Background: an optimization exercise with open tools, aiming at small area, a short achievable clock period and few clock cycles. Do not read the settings as production practice.
No activity file was given, so power comes from the tool's default toggle rates.

## the reference run
==> flow/design.v (excerpt) <==
module ppe_codec (
    input  wire        clk,
    input  wire        rst,
    input  wire        cmd_valid,
    output wire        cmd_ready,
    input  wire [3:0]  cmd_op,
    input  wire [7:0]  cmd_seqaddr,
    input  wire [7:0]  cmd_cmd,
    input  wire [10:0] cmd_len,
    input  wire        in_valid,
    output wire        in_ready,
    input  wire [7:0]  in_data,
    output wire        out_valid,
    input  wire        out_ready,
    output wire [7:0]  out_data,
    output wire        res_valid,
    input  wire        res_ready,
    output wire [3:0]  res_err,
    output wire [15:0] res_crc,
    output wire [7:0]  res_start,
    output wire [7:0]  res_seqaddr,
    output wire [7:0]  res_flen
);
    localparam [3:0] ERR_NONE      = 4'h0;
    localparam [3:0] ERR_TRUNCATED = 4'h5;
    localparam [3:0] ERR_CHECKSUM  = 4'h6;
    localparam [3:0] ERR_TOO_LARGE = 4'h8;
    localparam [3:0] ERR_ILLEGAL   = 4'hF;
    localparam [3:0] S_IDLE  = 4'd0,
                     S_CIN   = 4'd1,    
                     S_CZ    = 4'd2,    
                     S_EH0   = 4'd4,    
                     S_EH1   = 4'd5,    
                     S_EH2   = 4'd6,    
                     S_EH3   = 4'd7,    
                     S_EDATA = 4'd8,    
                     S_D0    = 4'd9,    
                     S_D1    = 4'd10,   
                     S_D2    = 4'd11,   
                     S_PAY   = 4'd12,   
                     S_CK0   = 4'd13,   
                     S_CK1   = 4'd14,   
                     S_SKIP  = 4'd15;   
    reg [3:0]  state;
    reg [10:0] rem;        
    reg        lst;        
    reg [7:0]  pcnt;       
    reg        plst;       
    reg        nneg;       
    reg        nbig;       
    reg [15:0] crc;
    reg [7:0]  start_b;
    reg [7:0]  seqaddr;    
    reg [7:0]  flen;       
    reg        mlo;        
    reg        tcrc;       
    reg        rcrc;       
    reg        hdr;        
    reg [1:0]  ts;         
    reg        ttc;        
    reg        f_idle;     
    reg        f_inn;      
    reg        f_inc;      
    reg        f_pt;       
    reg        f_og;       
  ...
For scale: roughly 95 flip-flops, about 100 I/O pins, roughly 0.0065 mm^2 of cells after synthesis.
export LEC_CHECK = 0
export CAP_MARGIN = 20
export CORE_MARGIN = 2
export CORE_UTILIZATION = 40
export CTS_BUF_LIST = sky130_fd_sc_hd__clkbuf_8
export CTS_CLUSTER_DIAMETER = 100
export CTS_CLUSTER_SIZE = 40
export SETUP_SLACK_MARGIN = 1.3
export SLEW_MARGIN = 20
create_clock -name core_clock -period 4.5 [get_ports {clk}]
standard.sh (not shown) runs the stock make flow with config.mk's settings and CLKGATE_MAP_FILE= SYNTH_SCRIPT=/design/flow/synth_recipe.tcl, a recipe that flattens the netlist after the stock synthesis.
==> flow/flow/run.sh <==
#!/bin/bash
# Standard layout, but the port buffers are plain buf_2 cells instead of the
# resizer's default pick (a 0.5 ns delay buffer).
set -euo pipefail
export BUFFER_PORTS_ARGS="-buffer_cell sky130_fd_sc_hd__buf_2"
bash standard.sh > standard_flow.log 2>&1
What the trial run does differently from the reference run at the input level:
Settings: SETUP_SLACK_MARGIN now 1.75, was 1.3.
[summary]
- On routed wire length, the trial run does worse than the reference run.
- Delta (the trial run minus the reference run): clock transition at the registers of the reported paths level; final-layout non-clock buffer area share moved up; critical path data required time moved up; post-layout instance count excluding filler cells moved up.
- Row worst hold margin: the trial run higher / the reference run lower
- The trial run vs the reference run — post-route fraction of the period consumed by the critical path dropped 4.2 points.
- Against the reference run, global-route wire length before repair in the trial run fell by a few percent.
- Minimum clock period after layout (lower): the trial run
- The trial run vs the reference run: proportion of power drawn by combinational gates up
- [the trial run vs the reference run] number of gates on the worst path with buffers counted: higher in the trial run
Function was not checked in any run of this note: the RTL went through the layout flow alone.

---

Another version of the RTL of ppe_codec (not shown whole).
For scale: about 82 flip-flops.
export LEC_CHECK = 0
export CAP_MARGIN = 20
export CORE_MARGIN = 2
export CORE_UTILIZATION = 40
export CTS_BUF_LIST = sky130_fd_sc_hd__clkbuf_8
export CTS_CLUSTER_DIAMETER = 100
export CTS_CLUSTER_SIZE = 40
export SETUP_SLACK_MARGIN = 1.9
export SLEW_MARGIN = 20
create_clock -name core_clock -period 4.5 [get_ports {clk}]
Scripts as last shown in full above: flow/flow/run.sh
Change:
Settings changed: SETUP_SLACK_MARGIN 1.9 to 1.6.
- global-route usage drops by 0.95 points
- die area does not change
- total power decreases by 2.2%
- flip-flop and latch count stays the same
- count of clock-buffer cells in the layout is unchanged
- via count fell by 0.96%
- sequential power barely changes
- maximum frequency came out lower by 5.4%
- combinational power drops by 11%
- worst setup slack gets worse by 0.16 ns
Function was not checked in any run of this note: the RTL went through the layout flow alone.

static timing again, ports no longer ideal:
The flow's constraints put no driver on any port. The routed layouts listed below were extracted and timed again, unchanged, in two steps.
Step 1 sets driving cells, clkbuf_16 on the clock port and buf_2 on the other inputs (assumed; they add their load-dependent delay and slew).
Step 2, shift: input delay + t, output delay - t, t = (earliest + latest rising clock arrival at the registers) / 2. This alone moves slack from input paths to output paths.
Slacks: no drivers / after step 1 / after step 2; pairs: no drivers / after step 1.
run | shift t [ns] | slack for setup (ns) | worst hold slack (ns)
the reference run | 0.419 | 1.422 / 1.443 / 1.024 | 0.428 / 0.428 / 0.428
the trial run | 0.424 | 1.611 / 1.580 / 1.180 | 0.482 / 0.482 / 0.482
the first run of note 2 | 0.409 | 1.774 / 1.737 / 1.570 | 0.559 / 0.559 / 0.559
the second run of note 2 | 0.413 | 1.618 / 1.582 / 1.298 | 0.581 / 0.581 / 0.581
After both steps every run listed still meets setup and hold. For the trial run, which loses most, drivers alone change the setup slack by -0.031 ns; drivers and shift together by -0.431 ns.
